This design comes from an exercise in tuning for small area, a short achievable clock period and few clock cycles on the open sky130 flow, not from production work. Function was not checked in any run shown here: the RTL went through the layout flow alone. Power figures rest on the tool's default switching activity, not on a simulated workload.

$ cat flow/run.sh
#!/bin/bash
# synth_recipe.tcl (not shown) runs the flow's synth.tcl, then flattens the netlist and writes it again
# the make line also repeats each setting of config.mk as NAME=value (left out here)
make -C /OpenROAD-flow-scripts/flow DESIGN_CONFIG=/design/flow/config.mk WORK_HOME=/design/flow/orfs CLKGATE_MAP_FILE= SYNTH_SCRIPT=/design/flow/synth_recipe.tcl finish
$ cat flow/config.mk
export PLATFORM = sky130hd
export DESIGN_NAME = lmp_decoder
export DESIGN_NICKNAME = lmp_decoder
export VERILOG_FILES = /design/flow/design.v
export SDC_FILE = /design/flow/constraint.sdc
export NUM_CORES = 4
export LEC_CHECK = 0
export CAP_MARGIN = 20
export CORE_MARGIN = 2
export CORE_UTILIZATION = 40
export PLACE_DENSITY = 0.6
export SLEW_MARGIN = 20
$ cat flow/constraint.sdc
create_clock -name core_clock -period 8.0 [get_ports {clk}]
set_input_delay 1.6000 -clock core_clock [delete_from_list [all_inputs] [get_ports {clk}]]
set_output_delay 1.6000 -clock core_clock [all_outputs]
set_load 0.01 [all_outputs]
$ cat flow/design.v
module lmp_edge_pairer (
    input             clk,
    input             rst,
    input             ev_v,        
    input      [1:0]  ev_k,
    input      [31:0] ev_t,
    output reg        p_v,         
    output reg [31:0] p_w,         
    output reg        p_first,     
    output reg        p_rb0,       
    output reg        p_close,     
    output reg        p_asym,      
    output reg        p_empty,     
    output            p0_now       
);
    reg signed [3:0] diff;         
    reg        seen;
    reg        got0;
    reg [2:0]  rbc;
    reg [1:0]  rd, wr;
    reg [31:0] fifo0, fifo1, fifo2, fifo3;
    wire is_close = ev_k[1];
    wire is_fall  = ev_k[0];
    wire edge_v   = ev_v & ~is_close;
    wire close_v  = ev_v & is_close;
    wire ahead_r  = ~diff[3] & (diff != 4'sd0);
    wire ahead_f  = diff[3];
    wire match    = edge_v & (is_fall ? ahead_r : ahead_f);
    wire push     = edge_v & ~match;
    wire [31:0] u    = is_fall ? ~ev_t : ev_t;
    reg  [31:0] head;
    always @(*) begin
        case (rd)
            2'd0: head = fifo0;
            2'd1: head = fifo1;
            2'd2: head = fifo2;
            default: head = fifo3;
        endcase
    end
    wire [31:0] sum = head + u;
    assign p0_now = match & ~got0;
    always @(posedge clk) begin
        if (push) begin
            case (wr)
                2'd0: fifo0 <= u;
                2'd1: fifo1 <= u;
                2'd2: fifo2 <= u;
                default: fifo3 <= u;
            endcase
        end
        p_w     <= ~sum;
        p_first <= ~got0;
        p_rb0   <= (rbc == 3'd0);
        p_asym  <= (diff != 4'sd0);
        p_empty <= ~seen;
    end
    always @(posedge clk) begin
        if (rst) begin
            p_v     <= 1'b0;
            p_close <= 1'b0;
            diff    <= 4'sd0;
            seen    <= 1'b0;
            got0    <= 1'b0;
            rbc     <= 3'd0;
            rd      <= 2'd0;
            wr      <= 2'd0;
        end else begin
            p_v     <= match;
            p_close <= close_v;
            if (close_v) begin
                diff <= 4'sd0;
                seen <= 1'b0;
                got0 <= 1'b0;
                rbc  <= 3'd0;
                rd   <= 2'd0;
                wr   <= 2'd0;
            end else if (edge_v) begin
                seen <= 1'b1;
                diff <= is_fall ? diff - 4'sd1 : diff + 4'sd1;
                if (match) begin
                    rd <= rd + 2'd1;
                    if (got0) rbc <= rbc + 3'd1;
                    got0 <= 1'b1;
                end else begin
                    wr <= wr + 2'd1;
                end
            end
        end
    end
endmodule
module lmp_classify (
    input  [31:0] w,
    input  [31:0] f0,
    input         rb_zero,
    output        is_bit,
    output        bit_val,
    output        bad
);
    wire signed [35:0] sw  = {4'b0000, w};
    wire signed [35:0] sf  = {4'b0000, f0};
    wire signed [35:0] d_high = (sw <<< 1) - sf - (sf <<< 1);
    wire signed [35:0] d_low  = (sw <<< 1) - sf;
    wire signed [35:0] d_idle = sw - sf;
    wire in_high = (d_high >= -36'sd40) & (d_high <= 36'sd40);
    wire in_low  = (d_low  >= -36'sd40) & (d_low  <= 36'sd40);
    wire in_idle = (d_idle >= -36'sd20) & (d_idle <= 36'sd20);
    assign is_bit  = in_high | in_low;
    assign bit_val = in_high;
    assign bad     = ~in_high & ~in_low & ~(rb_zero & in_idle);
endmodule
module lmp_freq_div (
    input             clk,
    input             rst,
    input             start,
    input      [31:0] f0_in,    
    input      [31:0] f0,       
    output            busy,
    output            near,     
    output reg        fin,      
    output     [63:0] freq
);
    reg         run;
    reg  [31:0] rem;
    reg  [54:0] quo;
    reg  [10:0] ce;             
    assign busy = run | fin;
    assign near = fin | (run & (quo[52] | quo[51]));
    assign freq = {1'b0, ce, quo[51:0]};
    wire b1 = (ce == 11'd1085) | (ce == 11'd1083) | (ce == 11'd1081) | (ce == 11'd1079);
    wire b2 = (ce == 11'd1085) | (ce == 11'd1083);
    wire [32:0] t1  = {rem, b1};
    wire        q1  = t1 >= {1'b0, f0};
    wire [31:0] r1  = q1 ? t1[31:0] - f0 : t1[31:0];
    wire [32:0] t2  = {r1, b2};
    wire        q2  = t2 >= {1'b0, f0};
    wire [31:0] r2  = q2 ? t2[31:0] - f0 : t2[31:0];
    wire        top   = quo[54];
    wire [51:0] mfrac = top ? quo[53:2] : quo[52:1];
    wire        guard = top ? quo[1] : quo[0];
    wire [51:0] frac  = mfrac + {51'd0, guard};
    wire big = |f0_in[31:7] | (f0_in[6:0] > 7'd125);
    always @(posedge clk) begin
        if (rst) begin
            run <= 1'b0;
            fin <= 1'b0;
        end else if (start) begin
            quo <= 55'd0;
            if (f0_in == 32'd0) begin
                run <= 1'b0;
                fin <= 1'b1;
                ce  <= 11'h7FF;
            end else begin
                run <= 1'b1;
                fin <= 1'b0;
                rem <= big ? 32'd125 : 32'd0;
                ce  <= big ? 11'd1078 : 11'd1085;
            end
        end else if (run) begin
            rem <= r2;
            quo <= {quo[52:0], q1, q2};
            ce  <= ce - 11'd2;
            if (quo[52] | quo[51]) begin
                run <= 1'b0;
                fin <= 1'b1;
            end
        end else if (fin) begin
            quo[51:0] <= frac;
            ce  <= ce + {10'd0, top};
            fin <= 1'b0;
        end
    end
endmodule
module lmp_decoder (
    input             clk,
    input             rst,         
    input             ev_valid,
    output            ev_ready,
    input      [1:0]  ev_kind,     
    input      [31:0] ev_time,
    output reg        res_valid,
    output reg [3:0]  res_err,     
    output     [32:0] res_period,
    output     [63:0] res_freq,
    output     [15:0] res_nbits,
    output     [3:0]  res_nbytes,
    output     [63:0] res_bytes
);
    localparam E_OK = 4'd0, E_ASYM = 4'd7, E_EMPTY = 4'd8, E_FRAMING = 4'd9;
    reg hold;
    assign ev_ready = ~hold;
    reg        s1_v;
    reg [1:0]  s1_k;
    reg [31:0] s1_t;
    wire take = ev_valid & ~hold;
    always @(posedge clk) begin
        s1_v <= take & ~rst;
        s1_k <= ev_kind;
        s1_t <= ev_time;
    end
    wire        p_v, p_first, p_rb0, p_close, p_asym, p_empty, p0_now;
    wire [31:0] p_w;
    lmp_edge_pairer u_pair (
        .clk    (clk),
        .rst    (rst),
        .ev_v   (s1_v),
        .ev_k   (s1_k),
        .ev_t   (s1_t),
        .p_v    (p_v),
        .p_w    (p_w),
        .p_first(p_first),
        .p_rb0  (p_rb0),
        .p_close(p_close),
        .p_asym (p_asym),
        .p_empty(p_empty),
        .p0_now (p0_now)
    );
    reg  [31:0] f0;
    wire        is_bit, bit_val, bad;
    lmp_classify u_cls (
        .w      (p_w),
        .f0     (f0),
        .rb_zero(p_rb0),
        .is_bit (is_bit),
        .bit_val(bit_val),
        .bad    (bad)
    );
    wire        div_start = p_v & p_first;
    wire        div_busy, div_near, div_fin;
    lmp_freq_div u_div (
        .clk   (clk),
        .rst   (rst),
        .start (div_start),
        .f0_in (p_w),
        .f0    (f0),
        .busy  (div_busy),
        .near  (div_near),
        .fin   (div_fin),
        .freq  (res_freq)
    );
    reg [15:0] nbits;
    reg [63:0] bytes;
    reg        framing_err;
    wire pulse = p_v & ~p_first;
    wire wr_bit = pulse & is_bit;
    always @(posedge clk) begin
        if (div_start) begin
            f0          <= p_w;
            nbits       <= 16'd0;
            framing_err <= 1'b0;
        end else if (pulse) begin
            if (bad) framing_err <= 1'b1;
            if (is_bit) nbits <= nbits + 16'd1;
        end
    end
    genvar j;
    generate
        for (j = 0; j < 64; j = j + 1) begin : g_bits
            always @(posedge clk)
                if (div_start | (wr_bit & (nbits[15:6] == 10'd0) & (nbits[5:0] == j)))
                    bytes[j] <= bit_val & ~div_start;
        end
    endgenerate
    assign res_period = {f0, 1'b0};
    assign res_nbits  = nbits;
    assign res_bytes  = bytes;
    assign res_nbytes = (nbits[15:6] != 10'd0) ? 4'd8 : {1'b0, nbits[5:3]} + {3'd0, |nbits[2:0]};
    reg  pend;           
    reg  dpend;          
    wire close_take = take & ev_kind[1];
    wire emit = (p_close | pend) & ~div_busy;
    always @(posedge clk) begin
        if (p_close)
            res_err <= p_asym ? E_ASYM : p_empty ? E_EMPTY :
                       framing_err ? E_FRAMING : E_OK;
    end
    always @(posedge clk) begin
        if (rst) begin
            res_valid <= 1'b0;
            pend      <= 1'b0;
            dpend     <= 1'b0;
            hold      <= 1'b0;
        end else begin
            res_valid <= emit;
            pend      <= (p_close | pend) & ~emit;
            if (p0_now)       dpend <= 1'b1;
            else if (div_fin) dpend <= 1'b0;
            hold <= hold ? ~(div_near | ~dpend) : (close_take & (dpend | p0_now));
        end
    end
endmodule
==> results of run 1 <==
==> worst register-to-register path, stage by stage, from the launching register on <==
cell and delay [ns]:
edfxtp_1 0.42, inv_1 0.22, fa_1 0.52, a21o_1 0.22, a22oi_1 0.29, o211ai_1 0.23, and4b_1 0.32, o21ai_0 0.41
a21oi_1 0.23, a2111o_1 0.52, and2_1 0.18, ha_1 0.37, inv_1 0.13, nor4_1 0.58, a31oi_1 0.24, xnor2_1 0.37
nand2_1 0.08, or4_1 0.54, o41ai_2 0.57, a221oi_4 0.13, buf_12 0.22, o31ai_1 0.47
==> power by group through the flow <==
stage | Combinational, mW | Sequential, mW | Clock, mW
6_report | 3.30 | 2.70 | 2.32
5_1_grt | 3.64 | 2.70 | 2.46
4_1_cts | 3.25 | 2.69 | 2.38
3_5_place_dp | 3.23 | 2.73 | 0
3_3_place_gp | 3.23 | 2.73 | 0
2_1_floorplan | 2.45 | 2.65 | 0
==> sequential cells by signal (all words and copies together), names as in the netlist, 3 cells and up <==
name and count:
u_pair.rbc 3, u_pair.fifo1 32, u_div.quo 55, u_pair.p_w 32
f0 32, s1_t 32, u_pair.diff 4, u_pair.fifo3 32
nbits 16, u_pair.fifo2 32, u_pair.fifo0 32, res_err 3
u_div.rem 32, bytes 64, u_div.ce 11
==> per-layer routing <==
metal | vias to the layer above | part of all wire [%] | GRT usage (%)
met5 | - | 0 | 0
li1 | 12500 | - | -
met3 | 133 | 5.4 | 2.74
met4 | 0 | 2.7 | 6.23
met1 | 12100 | 45 | 30.6
met2 | 719 | 46 | 36.2
==> kinds of logic (layout without fill, tap and decap cells) <==
logic type | count (synthesis) | count (layout) | synth area share, %
compound gates | 842 | 843 | 18.3
mux | 104 | 104 | 3.45
fa+ha+maj | 222 | 222 | 9.22
flops | 434 | 434 | 38.9
xor+xnor | 268 | 268 | 7.67
simple gates | 1090 | 1090 | 17.4
other cells | 1 | 2 | 0.0122
buf+inv | 352 | 541 | 5.07
==> repair_timing <==
action / in CTS / in global routing
setup buffers: 0 / 2
resized for setup: 0 / 5
endpoints found under the hold margin: 0 / 0
endpoints found under the setup margin: 0 / 31
==> how the worst min path moves through the flow <==
stage	start	cells past startpoint	endpoint	slack (ns)
2_1_floorplan	u_pair.seen	1	u_pair.p_empty	0.36
3_3_place_gp	u_pair.seen	1	u_pair.p_empty	0.36
3_5_place_dp	u_pair.seen	1	u_pair.p_empty	0.38
4_1_cts	u_pair.seen	1	u_pair.p_empty	0.39
5_1_grt	u_pair.seen	1	u_pair.p_empty	0.42
6_report	u_pair.seen	1	u_pair.p_empty	0.39
==> cell type report <==
class / count / area, um2
repair buffers: 287 / 2720
well taps: 1030 / 1290
flip-flops and latches: 434 / 11900
clock inverters: 25 / 258
multi-input cells: 2529 / 17300
inverters: 159 / 599
fillers: 7337 / 40400
clock buffers: 70 / 1410
==> cells in the final DEF (no fill, tap or decap), types with 15 or more instances in the layout <==
cell	instances
nand3_1	100
a31oi_1	23
and4_1	15
inv_1	158
nand4_1	44
o31ai_1	70
a21oi_1	242
and3_1	44
or3_1	15
a222oi_1	31
dfxtp_1	107
ha_1	214
o211ai_1	16
nor4_1	35
nor3_1	73
or2_2	15
nand2b_1	40
a211oi_1	40
clkdlybuf4s50_1	221
edfxtp_1	325
mux2_2	15
o21ai_0	139
nor2b_1	40
clkbuf_16	51
a21o_1	95
buf_4	65
xnor2_1	127
and2_1	44
xor2_1	140
nor2_1	289
mux2i_1	89
nand2_1	281
o21a_1	15
o21bai_1	24
==> through the flow <==
step	area, um2	power [mW]	hold WS, ns	instances	utilization, %
after floorplan	30700	5.10	0.356	3314	-
after global placement	33800	5.97	0.365	4435	44.5
after detailed placement	33800	5.97	0.376	4435	44.5
after CTS	35500	8.32	0.388	4530	46.7
after global routing	35500	8.81	0.418	4534	46.8
final	35500	8.32	0.387	4534	46.8
==> summary.txt, run 1 <==
status=timing/DRC/antenna clean; combinational share of power=~40%; r2r startpoint=f0[1]; initial antenna violation count=0; reg-to-reg slack, setup=between 0.4 and 0.5 ns; CP max FO=85; clk_skew=roughly 0.021 ns; antenna-violating nets left=0; top-area cell type share of the netlist area=between 30% and 40%; Top Ports=224; Setup CP Type=register to register; largest stage delay on the critical path=0.58 ns; RD Place Congestion=around 0.91; post-synth top area cell=edfxtp_1; final hold vios=0; Layout area overhead=15.7%; port buffer count=roughly 220; first-pass GRT wire length=138,000 um; largest net degree at the start of global routing=90; die footprint=about 79,000 um2; P_leak=about 14 nW; CP endpoint=bytes[43]; clock latency (worst-skew pair)=~0.6 ns; Crit path depth=21; Max-Cap Viols=0; Power Internal=5.12 mW; minimum clock period=about 7.6 ns; final period utilization=between 90 and 100%; Worst-path clk slew=0.06 ns; reg2reg end=bytes[43]; worst slew pin tran=approximately 1.1 ns; synth top area cells=edfxtp_1, ha_1, dfxtp_1, xor2_1, a21oi_1; most common cell in the netlist=edfxtp_1; CP Cell Sequence=inv_1 -> fa_1 -> a21o_1 -> a22oi_1 -> o211ai_1 -> and4b_1 -> o21ai_0 -> a21oi_1 -> a2111o_1 -> and2_1 -> ha_1 -> inv_1 -> nor4_1 -> a31oi_1 -> xnor2_1 -> nand2_1 -> or4_1 -> o41ai_2 -> a221oi_4 -> buf_12 -> o31ai_1; layout cell share with drive strength beyond 1=approximately 6.0%; WL final=approximately 90,000 um; via count=between 20,000 and 30,000; final setup violating endpoints=0; clock tree sinks=roughly 430; clock buffer depth=3; DP HPWL=~65,000 um; initial core utilization=just over 40%; CTS Hold Bufs=0; Die H=approximately 280 um; number of flops mapped to enable cells by yosys=325; # rows=about 100; Achievable Freq=about 130 MHz; Synth cell types=slightly above 90; max-slew violation count=0; aggregate global routing overflow=0; Ys Warns=3; Worst setup EP type=register; worst path bufs/invs=3; ant diodes=0; die width=around 280 um; Synth Cell Area=a little over 30,000 um2; Post-synth ARST share=0%; final worst slack=between 0.4 and 0.5 ns; Psw=3.21 mW; Syn Inst Count=between 3,000 and 4,000; DR iter-0 viols=2,162; nets=~3,700; Power Density=roughly 230 nW/um2; Worst EP required=8.28 ns; CP Launch Point=f0[1]; syn avg cell area=9.26 um2; sequential power share=32.4%; clock network fraction of total power=between 20 and 30%; Overall Global Routing Usage=between 20% and 30%; Max VDD drop=0.193 mV; CTS tree=done; wire per inst=around 20 um; pre-CTS WS=roughly 0.18 ns; CP top delay family=compound AO/OA/AOI/OAI gates; Arr. time, crit path=around 7.9 ns; switch share=38.5%; sequential area share after synthesis=approximately 39%; Setup TNS=0 ns; vias in the first global route=~24,000; commonest cells in the netlist=edfxtp_1, nor2_1, nand2_1, a21oi_1, ha_1; r2r worst-path depth=21; DR pass1 iterations=6; CTS Buf Count=51; vias per inst=around 5.6; H-tree Lvls=2; Synth Register Bits=around 430; prevailing post-synth register cell=edfxtp_1; worst min path class=register to register; clock root cell=clkbuf_16; Core Area=~76,000 um2; Residual DRC=0; Slew HR=roughly 28%; CP Launch Type=register; RSZ-0062 raised after global routing=no; slowest CP cell=nor4_1; CP most frequent cell=inv_1
==> run 2, diff against run 1 <==
--- a/flow/design.v
+++ b/flow/design.v
@@ -120,31 +120,26 @@
     output     [63:0] freq
 );
     reg         run;
-    reg  [31:0] rem;
-    reg  [54:0] quo;
+    reg  [32:0] rem;            
+    reg  [53:0] quo;
     reg  [10:0] ce;             
     assign busy = run | fin;
-    assign near = fin | (run & (quo[52] | quo[51]));
+    assign near = fin | (run & quo[52]);
     assign freq = {1'b0, ce, quo[51:0]};
-    wire b1 = (ce == 11'd1085) | (ce == 11'd1083) | (ce == 11'd1081) | (ce == 11'd1079);
-    wire b2 = (ce == 11'd1085) | (ce == 11'd1083);
-    wire [32:0] t1  = {rem, b1};
-    wire        q1  = t1 >= {1'b0, f0};
-    wire [31:0] r1  = q1 ? t1[31:0] - f0 : t1[31:0];
-    wire [32:0] t2  = {r1, b2};
-    wire        q2  = t2 >= {1'b0, f0};
-    wire [31:0] r2  = q2 ? t2[31:0] - f0 : t2[31:0];
-    wire        top   = quo[54];
-    wire [51:0] mfrac = top ? quo[53:2] : quo[52:1];
-    wire        guard = top ? quo[1] : quo[0];
-    wire [51:0] frac  = mfrac + {51'd0, guard};
+    wire b = (ce == 11'd1085) | (ce == 11'd1084) | (ce == 11'd1083) |
+             (ce == 11'd1082) | (ce == 11'd1081) | (ce == 11'd1079);
+    wire        neg = rem[32];
+    wire [32:0] dv  = {1'b0, f0} ^ {33{~neg}};
+    wire [32:0] nr  = {rem[31:0], b} + dv + {32'd0, ~neg};
+    wire        q   = ~nr[32];
+    wire [51:0] frac = quo[52:1] + {51'd0, quo[0]};
     wire big = |f0_in[31:7] | (f0_in[6:0] > 7'd125);
     always @(posedge clk) begin
         if (rst) begin
             run <= 1'b0;
             fin <= 1'b0;
         end else if (start) begin
-            quo <= 55'd0;
+            quo <= 54'd0;
             if (f0_in == 32'd0) begin
                 run <= 1'b0;
                 fin <= 1'b1;
@@ -152,20 +147,19 @@
             end else begin
                 run <= 1'b1;
                 fin <= 1'b0;
-                rem <= big ? 32'd125 : 32'd0;
+                rem <= big ? 33'd125 : 33'd0;
                 ce  <= big ? 11'd1078 : 11'd1085;
             end
         end else if (run) begin
-            rem <= r2;
-            quo <= {quo[52:0], q1, q2};
-            ce  <= ce - 11'd2;
-            if (quo[52] | quo[51]) begin
+            rem <= nr;
+            quo <= {quo[52:0], q};
+            ce  <= ce - 11'd1;
+            if (quo[52]) begin
                 run <= 1'b0;
                 fin <= 1'b1;
             end
         end else if (fin) begin
             quo[51:0] <= frac;
-            ce  <= ce + {10'd0, top};
             fin <= 1'b0;
         end
     end
@@ -237,27 +231,47 @@
         .fin   (div_fin),
         .freq  (res_freq)
     );
+    reg c_first, c_pulse, c_bit, c_val, c_bad, c_close, c_asym, c_empty;
+    always @(posedge clk) begin
+        c_bit   <= is_bit;
+        c_val   <= bit_val;
+        c_bad   <= bad;
+        c_asym  <= p_asym;
+        c_empty <= p_empty;
+    end
+    always @(posedge clk) begin
+        if (rst) begin
+            c_first <= 1'b0;
+            c_pulse <= 1'b0;
+            c_close <= 1'b0;
+        end else begin
+            c_first <= div_start;
+            c_pulse <= p_v & ~p_first;
+            c_close <= p_close;
+        end
+    end
+    always @(posedge clk) begin
+        if (div_start) f0 <= p_w;
+    end
     reg [15:0] nbits;
     reg [63:0] bytes;
     reg        framing_err;
-    wire pulse = p_v & ~p_first;
-    wire wr_bit = pulse & is_bit;
-    always @(posedge clk) begin
-        if (div_start) begin
-            f0          <= p_w;
+    wire wr_bit = c_pulse & c_bit;
+    always @(posedge clk) begin
+        if (c_first) begin
             nbits       <= 16'd0;
             framing_err <= 1'b0;
-        end else if (pulse) begin
-            if (bad) framing_err <= 1'b1;
-            if (is_bit) nbits <= nbits + 16'd1;
+        end else if (c_pulse) begin
+            if (c_bad) framing_err <= 1'b1;
+            if (c_bit) nbits <= nbits + 16'd1;
         end
     end
     genvar j;
     generate
         for (j = 0; j < 64; j = j + 1) begin : g_bits
             always @(posedge clk)
-                if (div_start | (wr_bit & (nbits[15:6] == 10'd0) & (nbits[5:0] == j)))
-                    bytes[j] <= bit_val & ~div_start;
+                if (c_first | (wr_bit & (nbits[15:6] == 10'd0) & (nbits[5:0] == j)))
+                    bytes[j] <= c_val & ~c_first;
         end
     endgenerate
     assign res_period = {f0, 1'b0};
@@ -267,10 +281,10 @@
     reg  pend;           
     reg  dpend;          
     wire close_take = take & ev_kind[1];
-    wire emit = (p_close | pend) & ~div_busy;
-    always @(posedge clk) begin
-        if (p_close)
-            res_err <= p_asym ? E_ASYM : p_empty ? E_EMPTY :
+    wire emit = (c_close | pend) & ~div_busy;
+    always @(posedge clk) begin
+        if (c_close)
+            res_err <= c_asym ? E_ASYM : c_empty ? E_EMPTY :
                        framing_err ? E_FRAMING : E_OK;
     end
     always @(posedge clk) begin
@@ -281,7 +295,7 @@
             hold      <= 1'b0;
         end else begin
             res_valid <= emit;
-            pend      <= (p_close | pend) & ~emit;
+            pend      <= (c_close | pend) & ~emit;
             if (p0_now)       dpend <= 1'b1;
             else if (div_fin) dpend <= 1'b0;
             hold <= hold ? ~(div_near | ~dpend) : (close_take & (dpend | p0_now));
--- a/flow/config.mk
+++ b/flow/config.mk
@@ -9,4 +9,5 @@
 export CORE_MARGIN = 2
 export CORE_UTILIZATION = 40
 export PLACE_DENSITY = 0.6
+export SETUP_SLACK_MARGIN = 4.5
 export SLEW_MARGIN = 20
==> run 2 against run 1 <==
Compared with the run above:
- sequential share of layout area is 2.2 points higher
- area after synthesis is 13% lower
- still clean
- wire length fell by 16%
- sequential power is 1% lower
==> summary.txt, run 2 <==
vias per inst=5.51; Power Internal=between 5 and 6 mW; vias in the first global route=approximately 21,000; initial core utilization=between 40% and 50%; CP most frequent cell=o21a_1; Residual DRC=0; CP Launch Type=register; Worst EP required=approximately 8.5 ns; Top reg by flops=bytes; Max VDD drop=~0.15 mV; synth top area cells=edfxtp_1, dfxtp_1, ha_1, xnor2_1, xor2_1; largest stage delay on the critical path=between 0.4 and 0.5 ns; sequential area share after synthesis=a little under half; worst hold path stage count=0; number of flops mapped to enable cells by yosys=324; WL final=roughly 75,000 um; port buffer count=221; post-synth top area cell=edfxtp_1; RSZ-0062 raised after global routing=yes; Synth Register Bits=~440; leading cell type in the layout, fill and taps excluded=edfxtp_1; max reg flops=64; Power Density=between 200 and 250 nW/um2; minimum clock period=5.52 ns; clock latency (worst-skew pair)=between 0.6 and 0.7 ns; largest net degree at the start of global routing=70; Adder-Cell Fraction of Synth Area=9.07%; compound-cell area share of the yosys netlist=15.7%; Top Ports=~220; Synth Cell Area=26,600 um2; final period utilization=69.0%; Worst setup EP type=register; Ys Warns=3; Overall Global Routing Usage=a little over a fifth; Largest regs=bytes: 64 flops, u_div.quo: 53 flops, u_div.rem: 33 flops; layout filler cell count=5,783; prevailing post-synth register cell=edfxtp_1; reg-to-reg slack, setup=between 2 and 2.5 ns; final hold vios=0; switch share=between 30 and 40%; Synth cell types=84; clk_skew=between 0.02 and 0.03 ns; commonest cells in the netlist=edfxtp_1, nor2_1, a21oi_1, ha_1, nand2_1; wire per inst=a little under 20 um; aggregate global routing overflow=0; die footprint=approximately 69,000 um2; via count=about 21,000; ant diodes=0; clock buffer depth=3; Setup TNS=0 ns; status=timing/DRC/antenna clean; Pwr Total=around 8 mW; final worst slack=approximately 2.5 ns; XOR/XNOR share of the synthesized area=a little over 8%; worst path bufs/invs=2; Max-Cap Viols=0; Crit path depth=24; CP max FO=4; Psw=~2.9 mW; sequential power share=32.5%; Post-synth ARST share=0%; clock tree sinks=441; Simple-Gate Fraction of Synth Area=between 10% and 20%; # rows=94; mux contribution to synthesized area=between 1.5 and 2%; nets=roughly 3,200; syn avg cell area=9.98 um2; H-tree Lvls=2; slowest CP cell=edfxtp_1; CP Cell Sequence=inv_4 -> ha_4 -> nor2b_4 -> o31ai_4 -> a211oi_4 -> a2111oi_4 -> o21a_1 -> nand2b_4 -> a21oi_4 -> xor2_2 -> ha_1 -> a21o_1 -> o21bai_4 -> a2111o_1 -> a31oi_2 -> inv_2 -> o2111a_1 -> o31a_1 -> o21ai_2 -> mux2_4 -> o21a_1 -> a32oi_2 -> o311ai_2 -> a311oi_1; Achievable Freq=around 180 MHz; commonest non-fill, non-tap cells in the layout=edfxtp_1, nor2_1, clkdlybuf4s50_1; r2r worst-path depth=24; clock root cell=clkbuf_16; clock network fraction of total power=approximately 29%; initial antenna violation count=1; most common cell in the netlist=edfxtp_1; pre-CTS WS=between 1.5 and 2 ns; worst slew pin tran=roughly 1.1 ns; layout cell share with drive strength beyond 1=approximately 16%; Setup CP Type=register to register; max-slew violation count=0; Core Area=65,700 um2; RD Place Congestion=approximately 0.9; largest family of logic cells by synthesized area=compound AO/OA/AOI/OAI gates; combinational share of power=between 30% and 40%; P_leak=approximately 13 nW; die width=262 um; Arr. time, crit path=just over 6 ns; DR pass1 iterations=7; CP top delay family=compound AO/OA/AOI/OAI gates; Layout area overhead=27.0%; Worst-path clk slew=0.07 ns; Die H=262 um; worst min path class=register to register; first-pass GRT wire length=roughly 120,000 um; top-area cell type share of the netlist area=between 30 and 40%; DP HPWL=approximately 52,000 um; DR iter-0 viols=1,507; Slew HR=between 20% and 30%; antenna-violating nets left=0; CTS tree=done; CTS Buf Count=51; Syn Inst Count=2,664; final setup violating endpoints=0
run 2: final timing paths:
path / startpoint / to
max: f0[1] / c_bad
min: u_pair.p_empty / c_empty
max reg2reg: f0[1] / c_bad
min reg2reg: u_pair.p_empty / c_empty
run 2: layer usage:
metal | track usage [%] | vias up | routed length [um]
met5 | 0 | - | 18
met4 | 6.34 | 2 | 2060
met3 | 2.68 | 129 | 3670
met2 | 37.8 | 562 | 37200
met1 | 27.3 | 10400 | 32300
li1 | - | 10400 | -
run 2: layout make-up:
| class | instances | area, um2 | share of cell area [%] |
|---|---|---|---|
| clock inverter | 22 | 213 | 0.630 |
| sequential | 441 | 12100 | 35.9 |
| inverter | 149 | 574 | 1.70 |
| clock buffer | 73 | 1460 | 4.33 |
| tap | 864 | 1080 | 3.20 |
| multi-input combinational | 1940 | 14600 | 43.2 |
| timing repair buffer | 396 | 3750 | 11.1 |
run 2: worst reg2reg max path, stage by stage (launching register included):
cell and delay, ns:
edfxtp_1 0.43, inv_4 0.09, ha_4 0.20, nor2b_4 0.13, o31ai_4 0.29, a211oi_4 0.12, a2111oi_4 0.40, o21a_1 0.24
nand2b_4 0.15, a21oi_4 0.06, xor2_2 0.16, ha_1 0.30, a21o_1 0.20, o21bai_4 0.17, a2111o_1 0.38, a31oi_2 0.19
inv_2 0.06, o2111a_1 0.25, o31a_1 0.27, o21ai_2 0.16, mux2_4 0.32, o21a_1 0.18, a32oi_2 0.28, o311ai_2 0.18
a311oi_1 0.23
run 2: power by group through the flow:
stage	Sequential (mW)	Combinational, mW	Clock, mW
final	2.66	3.17	2.33
after global routing	2.67	3.45	2.47
after CTS	2.65	2.89	2.39
after detailed placement	2.70	2.70	0
after global placement	2.70	2.69	0
after floorplan	2.65	2.05	0
run 2: cells by family (layout without fill, tap and decap cells):
| logic type | after synthesis | after routing |
|---|---|---|
| fa+ha+maj | 189 | 189 |
| flops | 441 | 441 |
| xor+xnor | 250 | 250 |
| mux | 45 | 45 |
| other cells | 1 | 2 |
| buf+inv | 284 | 640 |
| compound gates | 643 | 643 |
| simple gates | 811 | 811 |
run 2: repair_timing:
item / in CTS / in global routing
buffers inserted: 100 / 59
hold buffers: 0 / 0
pin swaps: 68 / 89
gates resized for setup: 167 / 133
gates cloned: 1 / 0
endpoints found under the setup margin: 52 / 43
run 2: through the flow:
stage	util (%)	area, um2	std cells	hold slack [ns]
after floorplan	-	26800	2665	0.310
final	51.3	33800	3885	0.325
after detailed placement	44.8	29500	3629	0.312
after global placement	44.8	29500	3629	0.312
after CTS	49.7	32600	3825	0.327
after global routing	51.3	33800	3885	0.330
==> run 3, diff against run 2 <==
--- a/flow/config.mk
+++ b/flow/config.mk
@@ -9,5 +9,5 @@
 export CORE_MARGIN = 2
 export CORE_UTILIZATION = 40
 export PLACE_DENSITY = 0.6
-export SETUP_SLACK_MARGIN = 4.5
+export SETUP_SLACK_MARGIN = 3.5
 export SLEW_MARGIN = 20
==> run 3 against run 2 <==
Compared with the run above:
- still clean on timing, DRC and antenna
- highest routed layer is now met4
- via count is 1.5% lower
- critical endpoint unchanged
- total power is 1.2% lower
- register-to-register slack worse by 0.12 ns
- final cell count is 2.3% lower
- maximum frequency is 2.2% lower
- combinational power is 4% lower
- sequential power hardly changed
- clock skew is 0.0026 ns higher
==> summary.txt, run 3 <==
CP Launch Type=register; Slew HR=between 20% and 30%; WL final=slightly above 70,000 um; post-synth top area cell=edfxtp_1; Layout area overhead=21.2%; worst min path class=register to register; Worst setup EP type=register; final non-filler cell total=roughly 3,800; initial antenna violation count=0; Synth Register Bits=between 400 and 500; Ys Warns=3; Max-Cap Viols=0; DR pass1 iterations=6; CP Cell Sequence=ha_2 -> and2_1 -> o21a_1 -> a2111oi_4 -> o21a_1 -> buf_4 -> xnor2_1 -> ha_1 -> a21oi_4 -> o21bai_4 -> a2111o_1 -> a31oi_2 -> inv_1 -> o2111a_1 -> o31a_1 -> o21ai_2 -> mux2_4 -> o21a_1 -> a32oi_2 -> o311ai_2 -> a311oi_1; Worst EP required=between 8 and 9 ns; largest stage delay on the critical path=0.47 ns; layout filler cell count=about 6,000; largest net degree at the start of global routing=86; r2r worst-path depth=21; Top reg by flops=bytes; Arr. time, crit path=between 6 and 7 ns; # rows=94; reg-to-reg slack, setup=2.36 ns; minimum clock period=around 5.6 ns; DP HPWL=between 50,000 and 60,000 um; port buffer count=approximately 220; status=timing/DRC/antenna clean; Post-synth ARST share=0%; max reg flops=64; worst slew pin tran=around 1.0 ns; Setup CP Type=register to register; Core Area=~66,000 um2; nets=~3,100; Reg area=between 10,000 and 15,000 um2; aggregate global routing overflow=0; Max VDD drop=~0.17 mV; die width=262 um; prevailing post-synth register cell=edfxtp_1; final hold vios=0; CP max FO=7; final period utilization=between 70% and 80%; leading cell type in the layout, fill and taps excluded=edfxtp_1; antenna-violating nets left=0; Overall Global Routing Usage=20.7%; CTS Hold Bufs=0; final setup violating endpoints=0; clock root cell=clkbuf_16; Achievable Freq=roughly 180 MHz; CP endpoint=c_bad; clk_skew=~0.028 ns; commonest cells in the netlist=edfxtp_1, nor2_1, a21oi_1, ha_1, nand2_1; CTS tree=done; Power Density=250 nW/um2; RD Place Congestion=approximately 0.9; wire per inst=approximately 19 um; vias per inst=around 5.6; placed insts=around 3,600; max-slew violation count=0; CP most frequent cell=o21a_1; first-pass GRT wire length=around 110,000 um; syn avg cell area=9.98 um2; initial core utilization=approximately 40%; commonest non-fill, non-tap cells in the layout=edfxtp_1, nor2_1, clkdlybuf4s50_1; Synth Cell Area=between 20,000 and 30,000 um2; H-tree Lvls=2; slowest CP cell=dfxtp_1; Largest regs=bytes: 64 flops, u_div.quo: 53 flops, u_div.rem: 33 flops; RSZ-0062 raised after global routing=yes; Setup TNS=0 ns; top-area cell type share of the netlist area=36.6%; most common cell in the netlist=edfxtp_1; DR iter-0 viols=between 1,000 and 1,500; CTS Buf Count=52; Worst-path clk slew=approximately 0.07 ns; vias in the first global route=between 20,000 and 25,000; clock latency (worst-skew pair)=roughly 0.62 ns; reg2reg end=c_bad; clock buffer depth=3; Syn Inst Count=between 2,000 and 3,000; Die H=roughly 260 um; layout cell share with drive strength beyond 1=10.3%; CP Launch Point=u_pair.p_w[6]; sequential area share after synthesis=45.4%; via count=about 21,000; clock tree sinks=roughly 440; die footprint=~69,000 um2; ant diodes=0; multi-input logic area=13,900 um2; synth top area cells=edfxtp_1, dfxtp_1, ha_1, xnor2_1, xor2_1; Residual DRC=0; r2r startpoint=u_pair.p_w[6]; number of flops mapped to enable cells by yosys=between 300 and 400; Top Ports=about 220; P_leak=about 12 nW; Synth cell types=between 80 and 90
[run 3: cell counts after synthesis]
Identical to the previous run, type by type.
[run 3: cell type report]
class	count	share of cell area, %
timing repair buffer	303	9.09
clock buffer	71	4.52
clock inverter	27	0.761
tap	864	3.35
sequential	441	37.5
multi-input combinational	1940	43.0
inverter	149	1.74
[run 3: worst min-delay path by stage]
stage / cells past startpoint / to / slack [ns] / start
finish: 0 / c_asym / 0.33 / u_pair.p_asym
CTS: 0 / c_asym / 0.34 / u_pair.p_asym
global route: 0 / c_asym / 0.34 / u_pair.p_asym
global placement: 0 / c_empty / 0.31 / u_pair.p_empty
floorplan: 0 / c_asym / 0.31 / u_pair.p_asym
detailed placement: 0 / c_empty / 0.32 / u_pair.p_empty
[run 3: logic make-up after synthesis]
group                      synth area share (%)
AOI/OAI and AO/OA                          15.7
muxes                                      1.71
adders and majority gates                  9.07
and+or+nand+nor                            15.1
buffers and inverters                      4.80
other                                    0.0141
xor gates and xnor gates                   8.24
DFF                                        45.4
[run 3: metrics by stage]
stage                     instance area [um2]  power [mW]  utilization, %  hold slack [ns]  worst slack (ns)
after floorplan                         26600        4.70               -            0.310              2.68
after global placement                  29400        5.38            44.7            0.313              2.15
after detailed placement                29400        5.39            44.7            0.323              1.89
after CTS                               31700        7.95            48.3            0.337              2.40
after global routing                    32200        8.51            49.0            0.341              2.05
final                                   32200        8.06            49.0            0.335              2.36
[run 3: power breakdown]
part	internal [mW]	switching (mW)
Clock	1.35	0.998
Combinational	1.28	1.78
Sequential	2.55	0.112
[run 3: worst max-delay path: cells and delay by family (launching register included)]
family,cells,cell delay [ns]
multiplexers,1,0.32
adder cells (fa/ha/maj),2,0.77
XOR/XNOR,1,0.15
buffers and inverters,2,0.20
AO/OA/AOI/OAI,14,3.42
AND/OR/NAND/NOR,1,0.20
flip-flops,1,0.47
[run 3: timing repair]
item / CTS / global route
resized for setup: 70 / 55
pin swaps: 23 / 36
buffers inserted: 38 / 29
endpoints found under the hold margin: 0 / 0
setup endpoints to repair: 16 / 12
[run 3: metal layers]
metal  global-route usage, %  vias up  part of all wire (%)
met5                       0        -                     0
met4                    7.37        0                   3.0
met3                    2.24      108                   4.9
met2                    35.5      581                    48
met1                    27.1    10200                    44
li1                        -    10200                     -
==> run 4, diff against run 3 <==
--- a/flow/design.v
+++ b/flow/design.v
@@ -3,7 +3,7 @@
     input             rst,
     input             ev_v,        
     input      [1:0]  ev_k,
-    input      [31:0] ev_t,
+    input      [31:0] ev_t,        
     output reg        p_v,         
     output reg [31:0] p_w,         
     output reg        p_first,     
@@ -27,7 +27,7 @@
     wire ahead_f  = diff[3];
     wire match    = edge_v & (is_fall ? ahead_r : ahead_f);
     wire push     = edge_v & ~match;
-    wire [31:0] u    = is_fall ? ~ev_t : ev_t;
+    wire [31:0] u    = ev_t;
     reg  [31:0] head;
     always @(*) begin
         case (rd)
@@ -96,14 +96,28 @@
     output        bit_val,
     output        bad
 );
-    wire signed [35:0] sw  = {4'b0000, w};
-    wire signed [35:0] sf  = {4'b0000, f0};
-    wire signed [35:0] d_high = (sw <<< 1) - sf - (sf <<< 1);
-    wire signed [35:0] d_low  = (sw <<< 1) - sf;
-    wire signed [35:0] d_idle = sw - sf;
-    wire in_high = (d_high >= -36'sd40) & (d_high <= 36'sd40);
-    wire in_low  = (d_low  >= -36'sd40) & (d_low  <= 36'sd40);
-    wire in_idle = (d_idle >= -36'sd20) & (d_idle <= 36'sd20);
+    wire [35:0] w2  = {3'b000, w, 1'b0};
+    wire [35:0] nf  = ~{4'b0000, f0};
+    wire [35:0] nf2 = ~{3'b000, f0, 1'b0};
+    wire [35:0] cs_s = w2 ^ nf ^ nf2;
+    wire [35:0] cs_c = (w2 & nf) | (w2 & nf2) | (nf & nf2);
+    wire [36:0] s_high = {cs_s, 1'b1} + {cs_c[34:0], 1'b1, 1'b1};
+    wire [36:0] s_low  = {w2, 1'b1} + {nf, 1'b1};
+    wire [36:0] s_idle = {4'b0000, w, 1'b1} + {nf, 1'b1};
+    wire [35:0] d_high = s_high[36:1];
+    wire [35:0] d_low  = s_low[36:1];
+    wire [35:0] d_idle = s_idle[36:1];
+    function automatic in40(input [35:0] d);
+        in40 = ((d[35:6] == 30'd0) & (d[5:0] <= 6'd40)) |
+               ((&d[35:6]) & (d[5:0] >= 6'd24));
+    endfunction
+    function automatic in20(input [35:0] d);
+        in20 = ((d[35:5] == 31'd0) & (d[4:0] <= 5'd20)) |
+               ((&d[35:5]) & (d[4:0] >= 5'd12));
+    endfunction
+    wire in_high = in40(d_high);
+    wire in_low  = in40(d_low);
+    wire in_idle = in20(d_idle);
     assign is_bit  = in_high | in_low;
     assign bit_val = in_high;
     assign bad     = ~in_high & ~in_low & ~(rb_zero & in_idle);
@@ -116,51 +130,60 @@
     input      [31:0] f0,       
     output            busy,
     output            near,     
-    output reg        fin,      
+    output            done,     
     output     [63:0] freq
 );
     reg         run;
     reg  [32:0] rem;            
-    reg  [53:0] quo;
+    reg  [52:0] quo;
     reg  [10:0] ce;             
-    assign busy = run | fin;
-    assign near = fin | (run & quo[52]);
+    reg         bq;             
+    assign busy = run;
+    assign near = run & quo[51];
+    assign done = near | (start & (f0_in == 32'd0));
     assign freq = {1'b0, ce, quo[51:0]};
-    wire b = (ce == 11'd1085) | (ce == 11'd1084) | (ce == 11'd1083) |
-             (ce == 11'd1082) | (ce == 11'd1081) | (ce == 11'd1079);
     wire        neg = rem[32];
-    wire [32:0] dv  = {1'b0, f0} ^ {33{~neg}};
-    wire [32:0] nr  = {rem[31:0], b} + dv + {32'd0, ~neg};
+    wire [33:0] opa = {rem[31:0], bq, 1'b1};
+    wire [33:0] opb = {{1'b0, f0} ^ {33{~neg}}, ~neg};
+    wire [33:0] sum = opa + opb;
+    wire [32:0] nr  = sum[33:1];
     wire        q   = ~nr[32];
-    wire [51:0] frac = quo[52:1] + {51'd0, quo[0]};
+    wire b500 = (ce == 11'd1085) | (ce == 11'd1084) | (ce == 11'd1083) |
+                (ce == 11'd1082) | (ce == 11'd1081) | (ce == 11'd1079);
+    reg fb;
+    reg found;
+    integer k;
+    always @(*) begin
+        fb = 1'b0;
+        found = 1'b0;
+        for (k = 51; k >= 0; k = k - 1) begin
+            if (!found && quo[k]) begin
+                found = 1'b1;
+                if (k >= 20 && k <= 50) fb = f0[51 - k];
+            end
+        end
+    end
     wire big = |f0_in[31:7] | (f0_in[6:0] > 7'd125);
     always @(posedge clk) begin
+        rem <= start ? (big ? 33'd125 : 33'd0) : nr;
+        bq  <= start ? ~big : (b500 | fb);
+    end
+    always @(posedge clk) begin
         if (rst) begin
             run <= 1'b0;
-            fin <= 1'b0;
         end else if (start) begin
-            quo <= 54'd0;
+            quo <= 53'd0;
             if (f0_in == 32'd0) begin
                 run <= 1'b0;
-                fin <= 1'b1;
                 ce  <= 11'h7FF;
             end else begin
                 run <= 1'b1;
-                fin <= 1'b0;
-                rem <= big ? 33'd125 : 33'd0;
-                ce  <= big ? 11'd1078 : 11'd1085;
+                ce  <= big ? 11'd1077 : 11'd1084;
             end
         end else if (run) begin
-            rem <= nr;
-            quo <= {quo[52:0], q};
+            quo <= {quo[51:0], q};
             ce  <= ce - 11'd1;
-            if (quo[52]) begin
-                run <= 1'b0;
-                fin <= 1'b1;
-            end
-        end else if (fin) begin
-            quo[51:0] <= frac;
-            fin <= 1'b0;
+            if (quo[51]) run <= 1'b0;
         end
     end
 endmodule
@@ -189,7 +212,7 @@
     always @(posedge clk) begin
         s1_v <= take & ~rst;
         s1_k <= ev_kind;
-        s1_t <= ev_time;
+        s1_t <= ev_kind[0] ? ~ev_time : ev_time;    
     end
     wire        p_v, p_first, p_rb0, p_close, p_asym, p_empty, p0_now;
     wire [31:0] p_w;
@@ -219,7 +242,7 @@
         .bad    (bad)
     );
     wire        div_start = p_v & p_first;
-    wire        div_busy, div_near, div_fin;
+    wire        div_busy, div_near, div_done;
     lmp_freq_div u_div (
         .clk   (clk),
         .rst   (rst),
@@ -228,7 +251,7 @@
         .f0    (f0),
         .busy  (div_busy),
         .near  (div_near),
-        .fin   (div_fin),
+        .done  (div_done),
         .freq  (res_freq)
     );
     reg c_first, c_pulse, c_bit, c_val, c_bad, c_close, c_asym, c_empty;
@@ -297,7 +320,7 @@
             res_valid <= emit;
             pend      <= (c_close | pend) & ~emit;
             if (p0_now)       dpend <= 1'b1;
-            else if (div_fin) dpend <= 1'b0;
+            else if (div_done) dpend <= 1'b0;
             hold <= hold ? ~(div_near | ~dpend) : (close_take & (dpend | p0_now));
         end
     end
--- a/flow/config.mk
+++ b/flow/config.mk
@@ -9,5 +9,5 @@
 export CORE_MARGIN = 2
 export CORE_UTILIZATION = 40
 export PLACE_DENSITY = 0.6
-export SETUP_SLACK_MARGIN = 3.5
+export SETUP_SLACK_MARGIN = 4.5
 export SLEW_MARGIN = 20
==> run 4 against run 3 <==
Compared with the run above:
- still clean on timing, DRC and antenna
- total power up 21%
- critical path depth down 1
- utilization up 3.3 points
- clock-buffer cell count down 10
- sequential power up 7.5%
- clock skew down 0.015 ns
- worst setup slack better by 1.6 ns
- clock power about the same
- maximum frequency up 39%
- non-clock buffer count up 84
- register-to-register slack better by 1.6 ns
- sequential share of layout area down 1.8 points
- critical path type unchanged
- critical endpoint unchanged
==> summary.txt, run 4 <==
compound-cell area share of the yosys netlist=15.7%; H-tree Lvls=2; Synth Register Bits=440; final period utilization=50.6%; DP HPWL=approximately 50,000 um; hold_ws=about 0.33 ns; Arr. time, crit path=between 4 and 5 ns; RSZ-0062 raised after global routing=yes; clock latency (worst-skew pair)=just under 0.6 ns; Top reg by flops=bytes; Worst EP required=about 8.5 ns; largest family of logic cells by synthesized area=compound AO/OA/AOI/OAI gates; die footprint=between 60,000 and 70,000 um2; Adder-Cell Fraction of Synth Area=approximately an eighth; CTS Buf Count=between 40 and 50; P_leak=between 10 and 15 nW; Synth Cell Area=approximately 25,000 um2; vias in the first global route=about 20,000; clock buffer depth=3; prevailing post-synth register cell=edfxtp_1; post-layout util=around 52%; via count=between 15,000 and 20,000; Overall Global Routing Usage=21.0%; mux contribution to synthesized area=1.72%; vias per inst=approximately 5.4; Slew HR=between 30 and 40%; DR pass1 iterations=7; worst hold path stage count=0; wire per inst=slightly below 20 um; commonest non-fill, non-tap cells in the layout=edfxtp_1, clkdlybuf4s50_1, nor2_1; DR iter-0 viols=between 1,000 and 1,500; ant diodes=0; CTS tree=done; initial core utilization=roughly 40%; Synth cell types=88; commonest cells in the netlist=edfxtp_1, ha_1, nor2_1, dfxtp_1, a21oi_1; post-synth top area cell=edfxtp_1; fin area=32,900 um2; CP Launch Type=register; final non-filler cell total=~3,700; placed insts=between 3,000 and 4,000; final hold vios=0; nets=about 3,000; layout cell share with drive strength beyond 1=between 10% and 20%; worst min path class=register to register; initial antenna violation count=1; port buffer count=~220; Achievable Freq=between 200 and 250 MHz; Residual DRC=0; reg2reg end=c_bad; Largest regs=bytes: 64 flops, u_div.quo: 52 flops, u_div.rem: 33 flops; Simple-Gate Fraction of Synth Area=approximately 14%; reg-to-reg slack, setup=3.95 ns; r2r worst-path depth=20; Worst setup EP type=register; first-pass GRT wire length=110,000 um; Max VDD drop=about 0.15 mV; die width=roughly 260 um; max reg flops=64; RD Place Congestion=roughly 0.92; XOR/XNOR share of the synthesized area=~7.7%; max-slew violation count=0; status=timing/DRC/antenna clean; Worst Hold End=c_empty; Setup TNS=0 ns; sequential area share after synthesis=46.1%; minimum clock period=4.05 ns; Worst-path clk slew=0.06 ns; r2r startpoint=f0[1]; clock tree sinks=440; WL final=a little over 70,000 um; aggregate global routing overflow=0; syn avg cell area=about 11 um2; largest net degree at the start of global routing=71; clock root cell=clkbuf_16; clk_skew=approximately 0.012 ns; # rows=92; Core Area=about 63,000 um2; Power Density=around 300 nW/um2; HP Start=u_pair.p_empty; CTS Hold Bufs=0; Placed Instance Area=between 20,000 and 30,000 um2; worst slew pin tran=0.945 ns; Syn Inst Count=between 2,000 and 2,500; Die H=~260 um; number of flops mapped to enable cells by yosys=290; Ys Warns=4; final setup violating endpoints=0; most common cell in the netlist=edfxtp_1; Max-Cap Viols=0; Top Ports=~220; top-area cell type share of the netlist area=roughly 34%; Layout area overhead=29.6%; leading cell type in the layout, fill and taps excluded=edfxtp_1; Setup CP Type=register to register; synth top area cells=edfxtp_1, dfxtp_1, ha_1, xnor2_1, xor2_1; Post-synth ARST share=0%; CP max FO=5; antenna-violating nets left=0
[run 4: layer usage]
metal	up-vias	routed length (um)	track usage, %
met4	0	2190	6.58
met1	9640	32300	28.1
met2	471	33900	35.6
li1	9688	-	-
met5	-	0	0
met3	130	2650	2.50
[run 4: power by group]
group / internal (mW) / switching [mW]
logic: 2.10 / 2.48
clock network: 1.37 / 0.969
registers: 2.65 / 0.215
[run 4: worst max path at each step]
stage                     cells past startpoint             end     startpoint  slack (ns)
after floorplan                              16           c_bad          f0[1]        4.18
after global placement                       16    u_div.quo[0]  u_div.rem[32]        3.44
after detailed placement                     16    u_div.quo[0]  u_div.rem[32]        3.48
after CTS                                    19  u_pair.p_w[31]   u_pair.rd[0]        3.95
after global routing                         16           c_bad          f0[5]        3.73
final                                        20           c_bad          f0[1]        3.95
[run 4: worst max-delay path, cell delays in order, from the launching register on]
cell and delay (ns):
edfxtp_1 0.42, inv_2 0.13, buf_6 0.11, ha_4 0.19, inv_2 0.06, ha_4 0.13, inv_2 0.04, fa_2 0.38
a211oi_4 0.29, o21bai_4 0.11, a31o_4 0.29, o21a_2 0.25, a211oi_2 0.19, o21ai_1 0.10, nor3_1 0.17, and4_1 0.21
and3_4 0.19, nor4b_4 0.17, nand4_1 0.16, o211ai_1 0.25, a311oi_1 0.08
[run 4: cell type report]
type                       instances  area, um2
clock inverter                    30        310
timing repair buffer             387       3690
tap                              846       1060
sequential                       440      11800
fill                            5510      30000
multi-input combinational       1779      14200
inverter                         137        544
clock buffer                      61       1390
[run 4: cells by family after synthesis]
logic type	Yosys count
adder cells (fa/ha/maj)	218
other	1
XOR/XNOR	222
multiplexers	43
buffers and inverters	201
flip-flops	440
AND/OR/NAND/NOR	694
AO/OA/AOI/OAI	600
[run 4: repair_timing]
action,4_1_cts,5_1_grt
pin swaps,94,85
setup endpoints to repair,38,35
gates cloned,3,1
gates resized for setup,194,76
buffers inserted,107,43
[run 4: through the flow]
step	worst slack [ns]	power [mW]
global route	3.73	10.4
detailed placement	3.48	6.59
floorplan	4.18	5.76
CTS	3.95	9.54
finish	3.95	9.78
global placement	3.44	6.57
==> run 5, diff against run 4 <==
--- a/flow/config.mk
+++ b/flow/config.mk
@@ -7,7 +7,7 @@
 export LEC_CHECK = 0
 export CAP_MARGIN = 20
 export CORE_MARGIN = 2
-export CORE_UTILIZATION = 40
-export PLACE_DENSITY = 0.6
+export CORE_UTILIZATION = 60
+export PLACE_DENSITY = 0.75
 export SETUP_SLACK_MARGIN = 4.5
 export SLEW_MARGIN = 20
==> run 5 against run 4 <==
Compared with the run above:
- still clean on timing, DRC and antenna
- clock skew up 0.010 ns
- hold slack worse by 0.0075 ns
- wire length grew 2.1%
- area after synthesis stayed put
- global-route usage increased by 10 points
- final area decreased by 1.7%
- total power is essentially flat
- via count grew 5.6%
- non-clock buffer count increased by 10
- critical path depth down 5
- largest cell class unchanged
- largest power group unchanged
==> summary.txt, run 5 <==
max reg flops=64; final non-filler cell total=3,378; r2r startpoint=f0[6]; final period utilization=between 50 and 60%; clock tree sinks=440; Max-Cap Viols=0; max-slew violation count=0; aggregate global routing overflow=0; CP top delay family=compound AO/OA/AOI/OAI gates; max layer used=met4; DR iter-0 viols=1,570; clk_skew=about 0.022 ns; Max VDD drop=~0.21 mV; # rows=75; CTS Buf Count=47; Metal-1 WL=29,400 um; post-synth top area cell=edfxtp_1; reg-to-reg slack, setup=between 3 and 4 ns; Top reg by flops=bytes; most common cell in the netlist=edfxtp_1; Worst-path clk slew=around 0.070 ns; final hold vios=0; via count=21,000; DR pass1 iterations=6; Worst setup EP type=register; met2 WL=approximately 35,000 um; Arr. time, crit path=around 4.6 ns; top-area cell type share of the netlist area=around a third; worst slew pin tran=~1.0 ns; minimum clock period=4.18 ns; vias in the first global route=between 20,000 and 25,000; Overall Global Routing Usage=a little under a third; worst min path class=register to register; Layout area overhead=27.4%; Synth Register Bits=440; pre-CTS WS=approximately 3.4 ns; H-tree Lvls=2; clock buffer depth=3; status=timing/DRC/antenna clean; reg2reg end=c_bad; RD Place Congestion=roughly 1.0; Setup CP Type=register to register; layout cell share with drive strength beyond 1=~17%; final setup violating endpoints=0; synth top area cells=edfxtp_1, dfxtp_1, ha_1, xnor2_1, xor2_1; RSZ-0062 raised after global routing=yes; first-pass GRT wire length=roughly 110,000 um; Largest regs=bytes: 64 flops, u_div.quo: 52 flops, u_div.rem: 33 flops; Worst Hold End=c_empty; Top Ports=224; worst path bufs/invs=3; initial core utilization=60.7%; hold_ws=0.322 ns; largest net degree at the start of global routing=72; met3 routed WL=between 4000 and 5000 um; P_leak=~13 nW; largest stage delay on the critical path=0.62 ns; Setup TNS=0 ns; clock root cell=clkbuf_16; ant diodes=0; Synth cell types=approximately 90; Residual DRC=0; CTS Hold Bufs=0; Post-synth ARST share=0%; sequential area share after synthesis=46.1%; slowest CP cell=o31ai_1; Achievable Freq=between 200 and 250 MHz; Core Area=41,900 um2; worst hold path stage count=0; vias per inst=approximately 6.2; WL final=72,600 um; CP most frequent cell=buf_4; placed insts=about 3,100; r2r worst-path depth=15; CP Launch Type=register; Slew HR=30.2%; CP Cell Sequence=inv_2 -> buf_4 -> buf_4 -> ha_1 -> or3_1 -> o2111ai_2 -> a21oi_1 -> o31ai_1 -> xnor2_1 -> nor4b_1 -> and4_1 -> nand4bb_1 -> mux2_2 -> o211ai_1 -> a311oi_1; commonest non-fill, non-tap cells in the layout=edfxtp_1, clkdlybuf4s50_1, nor2_1; die width=around 210 um; Placed Instance Area=approximately 28,000 um2; Worst EP required=roughly 8.5 ns; clock latency (worst-skew pair)=just under 0.6 ns; fin area=between 30,000 and 40,000 um2; wire per inst=approximately 21 um; Die H=210 um; initial antenna violation count=0; die footprint=44,000 um2; DP HPWL=about 47,000 um; leading cell type in the layout, fill and taps excluded=edfxtp_1; Ys Warns=4; CTS tree=done; final worst slack=3.82 ns; HP Start=u_pair.p_empty; commonest cells in the netlist=edfxtp_1, ha_1, nor2_1, dfxtp_1, a21oi_1; Power Density=a little over 300 nW/um2; Synth Cell Area=between 20,000 and 30,000 um2; port buffer count=about 220; number of flops mapped to enable cells by yosys=slightly below 300; layout filler cell count=approximately 2,600; syn avg cell area=around 11 um2; nets=3,057; Syn Inst Count=between 2,000 and 2,500; antenna-violating nets left=0; prevailing post-synth register cell=edfxtp_1; CP max FO=5
==> run 5: cell counts after synthesis <==
Identical to the previous run, type by type.
==> run 5: worst max path at each step <==
stage,end,start,depth (start not counted)
after floorplan,c_bad,f0[1],16
after global placement,c_bad,f0[2],16
after detailed placement,c_bad,f0[2],16
after CTS,c_bad,f0[6],15
after global routing,c_bad,f0[13],16
final,c_bad,f0[6],15
==> run 5: worst reg2reg max path: stages, from the launching register on <==
cell	delay, ns
edfxtp_1	0.37
inv_2	0.07
buf_4	0.13
buf_4	0.13
ha_1	0.22
or3_1	0.45
o2111ai_2	0.28
a21oi_1	0.21
o31ai_1	0.63
xnor2_1	0.21
nor4b_1	0.46
and4_1	0.26
nand4bb_1	0.11
mux2_2	0.29
o211ai_1	0.13
a311oi_1	0.09
==> run 5: through the flow <==
| step | total power [mW] | utilization (%) |
|---|---|---|
| global placement | 6.47 | 67.7 |
| global route | 10.3 | 77.4 |
| detailed placement | 6.54 | 67.7 |
| floorplan | 5.76 | - |
| finish | 9.79 | 77.4 |
| CTS | 9.19 | 75.1 |
==> run 5: layer usage <==
| metal | vias up | track usage (%) |
|---|---|---|
| li1 | 9698 | - |
| met1 | 10200 | 40.8 |
| met2 | 904 | 52.2 |
| met3 | 222 | 4.10 |
| met4 | 0 | 14.9 |
| met5 | - | 0 |
==> run 5: cell families (layout without fill, tap and decap cells) <==
group / Yosys count / after routing / share of synthesized area (%)
simple gates: 694 / 694 / 14.0
compound gates: 600 / 600 / 15.7
other cells: 1 / 2 / 0.0148
mux: 43 / 43 / 1.72
fa+ha+maj: 218 / 218 / 11.8
buf+inv: 201 / 620 / 3.02
flops: 440 / 440 / 46.1
xor+xnor: 222 / 222 / 7.65
==> run 5: timing repair <==
action / 4_1_cts / 5_1_grt
pin swaps: 89 / 82
endpoints found under the setup margin: 35 / 33
gates cloned: 1 / 1
gates resized for setup: 150 / 98
buffers inserted: 117 / 51
==> run 5: final cells by class <==
| class | instances | area (um2) | area share, % |
|---|---|---|---|
| Timing Repair Buffer | 397 | 3770 | 11.6 |
| Sequential cell | 440 | 11800 | 36.3 |
| Multi-Input combinational cell | 1779 | 14100 | 43.5 |
| Clock buffer | 57 | 1230 | 3.81 |
| Inverter | 137 | 533 | 1.65 |
| Tap cell | 539 | 674 | 2.08 |
| Clock inverter | 29 | 329 | 1.02 |
==> run 5: power by group <==
group / total [mW] / switching, mW / internal, mW
registers: 2.86 / 0.214 / 2.65
clock network: 2.23 / 0.925 / 1.30
logic: 4.70 / 2.57 / 2.13

[separate check: timing with driven ports]
How much do the figures lean on ideal ports? The routed layouts below were timed once more, with nothing changed but the port constraints. Step 1 assumes that a clkbuf_16 drives the clock port and a buf_2 every other input. Step 2 adds t to the input delays and takes it off the output delays; t is the mean of the earliest and latest rising clock arrival at the registers after step 1. Input paths then give back, and output paths get back, about the clock's delay inside the block. a / b / c = ideal ports / drivers / drivers and shift; a / b = the first two.
run | shift t [ns] | setup slack, ns | cell pins on the clock port's net
run 1 | 0.663 | 0.412 / 0.412 / 0.412 | 1
run 2 | 0.664 | 2.479 / 2.479 / 2.479 | 1
run 3 | 0.665 | 2.356 / 2.356 / 2.356 | 1
run 4 | 0.643 | 3.951 / 3.951 / 3.951 | 1
run 5 | 0.634 | 3.822 / 3.822 / 3.822 | 1
After both steps setup and hold are still met in every run listed.
